From an optimization exercise on the open Yosys and OpenROAD flow, aimed at small area, a short achievable clock period and few clock cycles; shortcuts taken in it are not production practice. In this exercise RTL edits were held to simulation tests only and were not proved equivalent to the original. Power figures rest on the tool's default switching activity, not on a simulated workload.

<file path="config.mk">
export PLATFORM = sky130hd
export DESIGN_NAME = inv16_core
export DESIGN_NICKNAME = inv16_core
export VERILOG_FILES = /design/flow/design.v
export SDC_FILE = /design/flow/constraint.sdc
export NUM_CORES = 4
export LEC_CHECK = 0
export CAP_MARGIN = 20
export CORE_MARGIN = 2
export CORE_UTILIZATION = 40
export SLEW_MARGIN = 20
</file>
<file path="constraint.sdc">
create_clock -name core_clock -period 11.0 [get_ports {clk}]
set_input_delay 2.2000 -clock core_clock [delete_from_list [all_inputs] [get_ports {clk}]]
set_output_delay 2.2000 -clock core_clock [all_outputs]
set_load 0.01 [all_outputs]
</file>
<file path="design.v">
module inv16_core (
    input  wire         clk,
    input  wire         rst,           
    input  wire         start,         
    input  wire [15:0]  nsteps,        
    output wire         busy,
    input  wire         hw_we,
    input  wire [4:0]   hw_sel,        
    input  wire [15:0]  hw_data,
    output wire [255:0] regs,          
    output wire [15:0]  pc_o,
    output wire         dir_o,         
    output wire [1:0]   err_o,
    output wire         halted_o,
    output wire         brk_o,         
    output reg          mem_req,
    output reg          mem_we,
    output reg  [15:0]  mem_addr,
    output reg  [15:0]  mem_wdata,     
    input  wire         mem_ack,
    input  wire [15:0]  mem_rdata      
);
    localparam S_IDLE   = 3'd0;
    localparam S_FETCH  = 3'd1;
    localparam S_EXEC   = 3'd2;
    localparam S_TWIN   = 3'd3;
    localparam S_SRM_RD = 3'd4;
    localparam S_SRM_WR = 3'd5;
    localparam S_DIV    = 3'd6;
    localparam OP_ADD = 4'h0, OP_SUB = 4'h1, OP_ROR = 4'h2, OP_ROL = 4'h3;
    localparam OP_SHR = 4'h4, OP_SHL = 4'h5, OP_AND = 4'h6, OP_ORA = 4'h7;
    localparam OP_MUL = 4'h8, OP_DIV = 4'h9, OP_CMP = 4'hA, OP_JEQ = 4'hB;
    localparam OP_XRI = 4'hC, OP_SRR = 4'hD, OP_SRM = 4'hE, OP_BRK = 4'hF;
    localparam ERR_NONE = 2'd0, ERR_MISALIGNED = 2'd1;
    localparam ERR_MISMATCHED = 2'd2, ERR_SRR = 2'd3;
    reg [15:0] x [0:15];
    reg [15:0] pc;
    reg        dir;
    reg [1:0]  err;
    reg        halted;
    reg        brk_hit;
    reg [2:0]  state;
    reg [15:0] ir;
    reg [15:0] steps_left;
    reg [15:0] mdata;
    reg [4:0]  div_cnt;
    reg [15:0] div_q;
    reg [15:0] div_r;
    genvar gi;
    generate
        for (gi = 0; gi < 16; gi = gi + 1) begin : g_regs
            assign regs[16*gi +: 16] = x[gi];
        end
    endgenerate
    assign busy     = (state != S_IDLE);
    assign pc_o     = pc;
    assign dir_o    = dir;
    assign err_o    = err;
    assign halted_o = halted;
    assign brk_o    = brk_hit;
    wire [7:0] byte0 = ir[7:0];
    wire [7:0] byte1 = ir[15:8];
    wire [3:0] op = byte0[7:4];
    wire [3:0] fa = byte0[3:0];
    wire [3:0] fb = byte1[7:4];
    wire [3:0] fc = byte1[3:0];
    wire [15:0] va = x[fa];
    wire [15:0] vb = x[fb];
    wire [15:0] vc = x[fc];
    wire [3:0]  sh = vc[3:0];
    wire [15:0] pc_next = dir ? (pc - 16'd2) : (pc + 16'd2);
    reg [15:0] alu_f;
    always @(*) begin
        case (op)
            OP_ADD:  alu_f = vb + vc;
            OP_SUB:  alu_f = vb - vc;
            OP_ROR:  alu_f = vb >> sh;
            OP_ROL:  alu_f = vb << sh;
            OP_SHR:  alu_f = vb >> sh;
            OP_SHL:  alu_f = vb << sh;
            OP_AND:  alu_f = vb & vc;
            OP_ORA:  alu_f = vb | vc;
            OP_MUL:  alu_f = vb * vc;
            OP_CMP:  alu_f = (vb == vc) ? 16'h0000 : ((vb > vc) ? 16'h0001 : 16'hFFFF);
            default: alu_f = 16'h0000;
        endcase
    end
    wire [7:0] sb [0:3];
    assign sb[0] = va[7:0];
    assign sb[1] = va[15:8];
    assign sb[2] = vb[7:0];
    assign sb[3] = vb[15:8];
    reg [7:0] p0, p1, p2, p3;    
    always @(*) begin
        case (fc[2:0])
            3'd0: {p0, p1, p2, p3} = {8'd0, 8'd1, 8'd2, 8'd3};  
            3'd1: {p0, p1, p2, p3} = {8'd1, 8'd0, 8'd2, 8'd3};  
            3'd2: {p0, p1, p2, p3} = {8'd0, 8'd1, 8'd3, 8'd2};  
            3'd3: {p0, p1, p2, p3} = {8'd1, 8'd0, 8'd3, 8'd2};  
            3'd4: {p0, p1, p2, p3} = {8'd2, 8'd3, 8'd0, 8'd1};  
            3'd5: {p0, p1, p2, p3} = {8'd3, 8'd2, 8'd1, 8'd0};  
            3'd6: {p0, p1, p2, p3} = {8'd0, 8'd2, 8'd1, 8'd3};  
            default: {p0, p1, p2, p3} = {8'd3, 8'd1, 8'd2, 8'd0};  
        endcase
    end
    wire [15:0] srr_a = {sb[p1[1:0]], sb[p0[1:0]]};
    wire [15:0] srr_b = {sb[p3[1:0]], sb[p2[1:0]]};
    wire [16:0] div_trial = {div_r[15:0], div_q[15]} - {1'b0, vc};
    task automatic end_step(input stop);
        begin
            steps_left <= steps_left - 16'd1;
            if (stop || steps_left == 16'd1)
                state <= S_IDLE;
            else
                state <= S_FETCH;
        end
    endtask
    integer i;
    always @(posedge clk) begin
        if (rst) begin
            for (i = 0; i < 16; i = i + 1)
                x[i] <= 16'h0000;
            pc         <= 16'h0000;
            dir        <= 1'b0;
            err        <= ERR_NONE;
            halted     <= 1'b0;
            brk_hit    <= 1'b0;
            state      <= S_IDLE;
            ir         <= 16'h0000;
            steps_left <= 16'h0000;
            mdata      <= 16'h0000;
            div_cnt    <= 5'd0;
            div_q      <= 16'h0000;
            div_r      <= 16'h0000;
        end else begin
            case (state)
                S_IDLE: begin
                    if (start) begin
                        brk_hit    <= 1'b0;
                        steps_left <= nsteps;
                        if (err == ERR_NONE && !halted && nsteps != 16'd0)
                            state <= S_FETCH;
                    end else if (hw_we) begin
                        case (hw_sel)
                            5'd16:   pc  <= hw_data;
                            5'd17:   dir <= hw_data[0];
                            5'd18:   err <= hw_data[1:0];
                            default: if (!hw_sel[4]) x[hw_sel[3:0]] <= hw_data;
                        endcase
                    end
                end
                S_FETCH: begin
                    if (mem_ack) begin
                        ir    <= mem_rdata;
                        state <= S_EXEC;
                    end
                end
                S_EXEC: begin
                    case (op)
                        OP_DIV: begin
                            if (vc == 16'h0000) begin
                                pc <= pc_next;
                                end_step(1'b0);
                            end else begin
                                div_q   <= vb;
                                div_r   <= 16'h0000;
                                div_cnt <= 5'd16;
                                state   <= S_DIV;
                            end
                        end
                        OP_JEQ: begin
                            if (vb != vc) begin
                                pc <= pc_next;
                                end_step(1'b0);
                            end else if (va[0]) begin
                                err <= ERR_MISALIGNED;
                                end_step(1'b1);
                            end else begin
                                state <= S_TWIN;
                            end
                        end
                        OP_XRI: begin
                            x[fa] <= va ^ {8'h00, byte1};
                            pc    <= pc_next;
                            end_step(1'b0);
                        end
                        OP_SRR: begin
                            if (fc[3]) begin
                                err <= ERR_SRR;
                                end_step(1'b1);
                            end else begin
                                x[fa] <= srr_a;
                                x[fb] <= srr_b;
                                pc    <= pc_next;
                                end_step(1'b0);
                            end
                        end
                        OP_SRM: begin
                            state <= S_SRM_RD;
                        end
                        OP_BRK: begin
                            brk_hit <= 1'b1;
                            if (fa == 4'hF && fb == 4'hF)
                                halted <= 1'b1;
                            else
                                pc <= pc_next;
                            end_step(1'b1);
                        end
                        default: begin
                            x[fa] <= va ^ alu_f;
                            pc    <= pc_next;
                            end_step(1'b0);
                        end
                    endcase
                end
                S_TWIN: begin
                    if (mem_ack) begin
                        if (mem_rdata == ir) begin
                            x[fa] <= pc;
                            pc    <= va;
                            end_step(1'b0);
                        end else begin
                            err <= ERR_MISMATCHED;
                            end_step(1'b1);
                        end
                    end
                end
                S_SRM_RD: begin
                    if (mem_ack) begin
                        mdata <= mem_rdata;
                        state <= S_SRM_WR;
                    end
                end
                S_SRM_WR: begin
                    if (mem_ack) begin
                        x[fa] <= mdata;
                        pc    <= pc_next;
                        end_step(1'b0);
                    end
                end
                S_DIV: begin
                    if (div_cnt == 5'd0) begin
                        x[fa] <= va ^ div_q;
                        pc    <= pc_next;
                        end_step(1'b0);
                    end else begin
                        div_cnt <= div_cnt - 5'd1;
                        if (!div_trial[16]) begin
                            div_r <= div_trial[15:0];
                            div_q <= {div_q[14:0], 1'b1};
                        end else begin
                            div_r <= {div_r[14:0], div_q[15]};
                            div_q <= {div_q[14:0], 1'b0};
                        end
                    end
                end
                default: state <= S_IDLE;
            endcase
        end
    end
    always @(*) begin
        mem_req   = 1'b0;
        mem_we    = 1'b0;
        mem_addr  = pc;
        mem_wdata = 16'h0000;
        case (state)
            S_FETCH:  begin mem_req = 1'b1; mem_addr = pc; end
            S_TWIN:   begin mem_req = 1'b1; mem_addr = va; end
            S_SRM_RD: begin mem_req = 1'b1; mem_addr = vb; end
            S_SRM_WR: begin mem_req = 1'b1; mem_we = 1'b1; mem_addr = vb; mem_wdata = va; end
            default: ;
        endcase
    end
endmodule
</file>
<file path="run.sh">
#!/bin/bash
# synth_recipe.tcl (not shown) runs the flow's synth.tcl, then flattens the netlist and writes it again
# the make line also repeats each setting of config.mk as NAME=value (left out here)
make -C /OpenROAD-flow-scripts/flow DESIGN_CONFIG=/design/flow/config.mk WORK_HOME=/design/flow/orfs CLKGATE_MAP_FILE= SYNTH_SCRIPT=/design/flow/synth_recipe.tcl finish
</file>
==> results.txt <==
class of the worst hold path reg -> reg; Final Hold Fails 0; pin count of the biggest net entering global routing 70; CP Max Fanout 26; largest cells by area after synthesis edfxtp_1, mux4_2, dfxtp_1; Syn Area/Cell 9.38 µm²; DIE AREA 86,000 µm²; via count 33,009; post-CTS setup buffers 0; Initial Util 0.402; hold_sp div_q[15]$_SDFFE_PP0P_; Synth Cell Area 33,500 µm²; Detailed Place HPWL 117,000 µm; maxcap violations 0; top cells by count, synth nand2_1, nor2_1, o21ai_0; Routed WL 157,000 µm; Crit Path Class reg -> reg; Die X 293 µm; Post-synth EDFFs 256; Required @ worst endpoint between 10 and 15 ns; dpl ws between 1.5 and 2 ns; clock root buffer master clkbuf_16; post-synth top area share 0.230; Layout Skew 0.0401 ns; RSZ-0062 raised after global routing false; CTS tree yes; row count 106; fin worst setup slack 1.45 ns; Main synth FF type edfxtp_1; Netlist cell types 98; type of origin of the critical path flip-flop; status finished clean; Worst Path Arrival 10.04 ns; worst vdd ir 172 µV; Final setup viols 0; DRT Pass-1 Iters 8; Longest Clk Path Bufs 3; initial antenna violation count 5; total congestion overflow 0; CP peak stage delay about 0.8 ns; cell mode on critical path fa_1; Sw Ratio 0.437; Net Switching 2.80 mW; post-cts resize count 0; Core Area 83,300 µm²; Total Routing Usage GR 0.357; Async SR Flop Fraction 0; fmax 0.105 GHz; sequential share of the synthesized area 0.302; WL/cell 31.9 µm; share of post-route cells with drive strength above 1 0.132; Flop pwr share 0.268; first-pass GRT wire length 225,000 µm; Warnings, synthesis 1; static leakage roughly 14 nW; clk sink count 377; vias in the first global route 31,384; Final Max Slew Viols 0; die span in y 293 µm; fin crit share 0.868; TNS Setup 0 ns; synthesized flop and latch total roughly 380; Worst Tran Pin Value 1.21 ns; vias per inst 6.70; crit path capture type flip-flop; I/O Buffers 369; syn nets 3,841; Antenna diodes 0; pwr/cell area about 160 nW/µm²; Clk pin slew, worst setup/hold paths 0.07 ns; combinational share of power 0.487; minimum clock period 9.55 ns; Mapped Cells 3,569; Clk pwr share 0.245; H-tree Lvls 2; remaining antenna violation count 0; Internal Pwr Total 3.61 mW; CTS Hold Bufs 0; Routability Congestion 1.02; 1st-iter DRT viols ~5,300; io pins 370; TritonCTS Buffers 45; Area Growth Syn to Fin 18.6%; count leader, synth nand2_1; Slowest cell on crit path a21oi_2; final net count approximately 4,000; dominant cell type by area after synthesis edfxtp_1; Slew HR 0.196; DRC 0; clock latency on the worst-skew pair 0.66 ns; worst hold slack 0.456 ns
[final timing paths]
path	endpoint	slack, ns	cells past startpoint
setup / recovery	x[2][15]$_DFFE_PP_	1.45	25
hold / removal	div_q[15]$_SDFFE_PP0P_	0.46	2
setup reg to reg	x[2][15]$_DFFE_PP_	1.45	25
hold reg to reg	div_q[15]$_SDFFE_PP0P_	0.46	2
[registers in the layout, summed over array words and instances (netlist names), 2 cells and up, named ones only]
register / cells
ir: 16
state: 3
div_cnt: 5
steps_left: 16
div_r: 16
div_q: 16
x: 256
mdata: 16
err: 2
pc: 16
[routing by layer]
metal  vias up  global-route usage  routed length, µm
met5         -                   0                 60
met4         8               0.217              11300
met3       601              0.0832              20400
met2      2733               0.533              68100
met1     15914               0.470              57400
li1      13753                   -                  -
[worst max-delay path, delay by kind of cell (launching register included)]
kind | cells | cell delay [ns]
adders and majority gates | 8 | 3.77
muxes | 1 | 0.60
buffers and inverters | 5 | 0.93
DFF | 1 | 0.71
xor gates and xnor gates | 2 | 0.44
AOI/OAI and AO/OA | 7 | 2.09
and+or+nand+nor | 2 | 0.80
[cell families after synthesis]
family / count (synthesis) / share of synthesized area
and+or+nand+nor: 1085 / 0.143
AOI/OAI and AO/OA: 983 / 0.193
buffers and inverters: 506 / 0.0631
DFF: 377 / 0.302
muxes: 281 / 0.167
adders and majority gates: 214 / 0.0988
xor gates and xnor gates: 123 / 0.0326
[cell type report]
| cell class | instances | area, µm² |
|---|---|---|
| Clock buffer | 60 | 1190 |
| Inverter | 219 | 822 |
| Timing Repair Buffer | 482 | 4560 |
| Tap cell | 1080 | 1350 |
| Multi-Input combinational cell | 2686 | 21400 |
| Sequential cell | 377 | 10100 |
| Clock inverter | 23 | 284 |
| Fill cell | 7895 | 43600 |
[power groups by stage]
| stage | Sequential (mW) | Clock, mW | Combinational [mW] |
|---|---|---|---|
| finish | 1.72 | 1.57 | 3.12 |
| detailed placement | 1.74 | 0 | 3.04 |
| CTS | 1.71 | 1.57 | 3.06 |
| global route | 1.72 | 1.62 | 3.34 |
| global placement | 1.74 | 0 | 3.02 |
| floorplan | 1.68 | 0 | 2.01 |
[stage by stage]
| step | total power [mW] | utilization | std cells | instance area (µm²) |
|---|---|---|---|---|
| after floorplan | 3.69 | - | 3569 | 33500 |
| after global placement | 4.76 | 0.459 | 4842 | 38200 |
| after detailed placement | 4.77 | 0.459 | 4843 | 38200 |
| after CTS | 6.33 | 0.477 | 4926 | 39700 |
| after global routing | 6.68 | 0.477 | 4927 | 39700 |
| final | 6.41 | 0.477 | 4927 | 39700 |
[cells in the final DEF, fill, tap and decap left out, types with 18 or more instances in the layout]
master	count
nand2b_1	18
a21o_1	19
xnor2_1	98
dfxtp_1	113
xor2_1	23
edfxtp_1	256
a22oi_1	71
o22ai_1	112
or3_1	30
inv_1	200
mux2i_1	44
a31o_2	22
mux4_2	217
nand3_1	144
clkbuf_16	45
nor3_1	42
clkdlybuf4s50_1	368
nor2_1	327
fa_1	84
o21ai_0	257
a211oi_1	24
o211ai_1	25
ha_1	130
nor2b_1	30
o31ai_1	43
nand2_1	399
a21oi_1	205
buf_4	112
and2_1	28
Testbench counts, summed over its fixed seeds: cycles 267,658.

-- afterwards: timing with drivers on the ports --
In the flow no input, the clock included, has a driving cell. The finished layout below was timed again as built, in two steps.
Step 1 sets driving cells, clkbuf_16 on the clock port and buf_2 on the other inputs (assumed; they add their load-dependent delay and slew).
Step 2 adds t to the input delays and takes it off the output delays; t is the mean of the earliest and latest rising clock arrival at the registers after step 1. Input paths then give back, and output paths get back, about the clock's delay inside the block.
Slacks: ideal ports / drivers / drivers and shift; pairs: ideal ports / drivers.
t (ns): 0.709
setup slack, ns: 1.453 / 1.453 / 1.453
cell pins on the clock port's net: 1
After both steps this run still meets setup and hold. For this run, drivers alone change the setup slack by 0.000 ns; drivers and shift together by 0.000 ns.
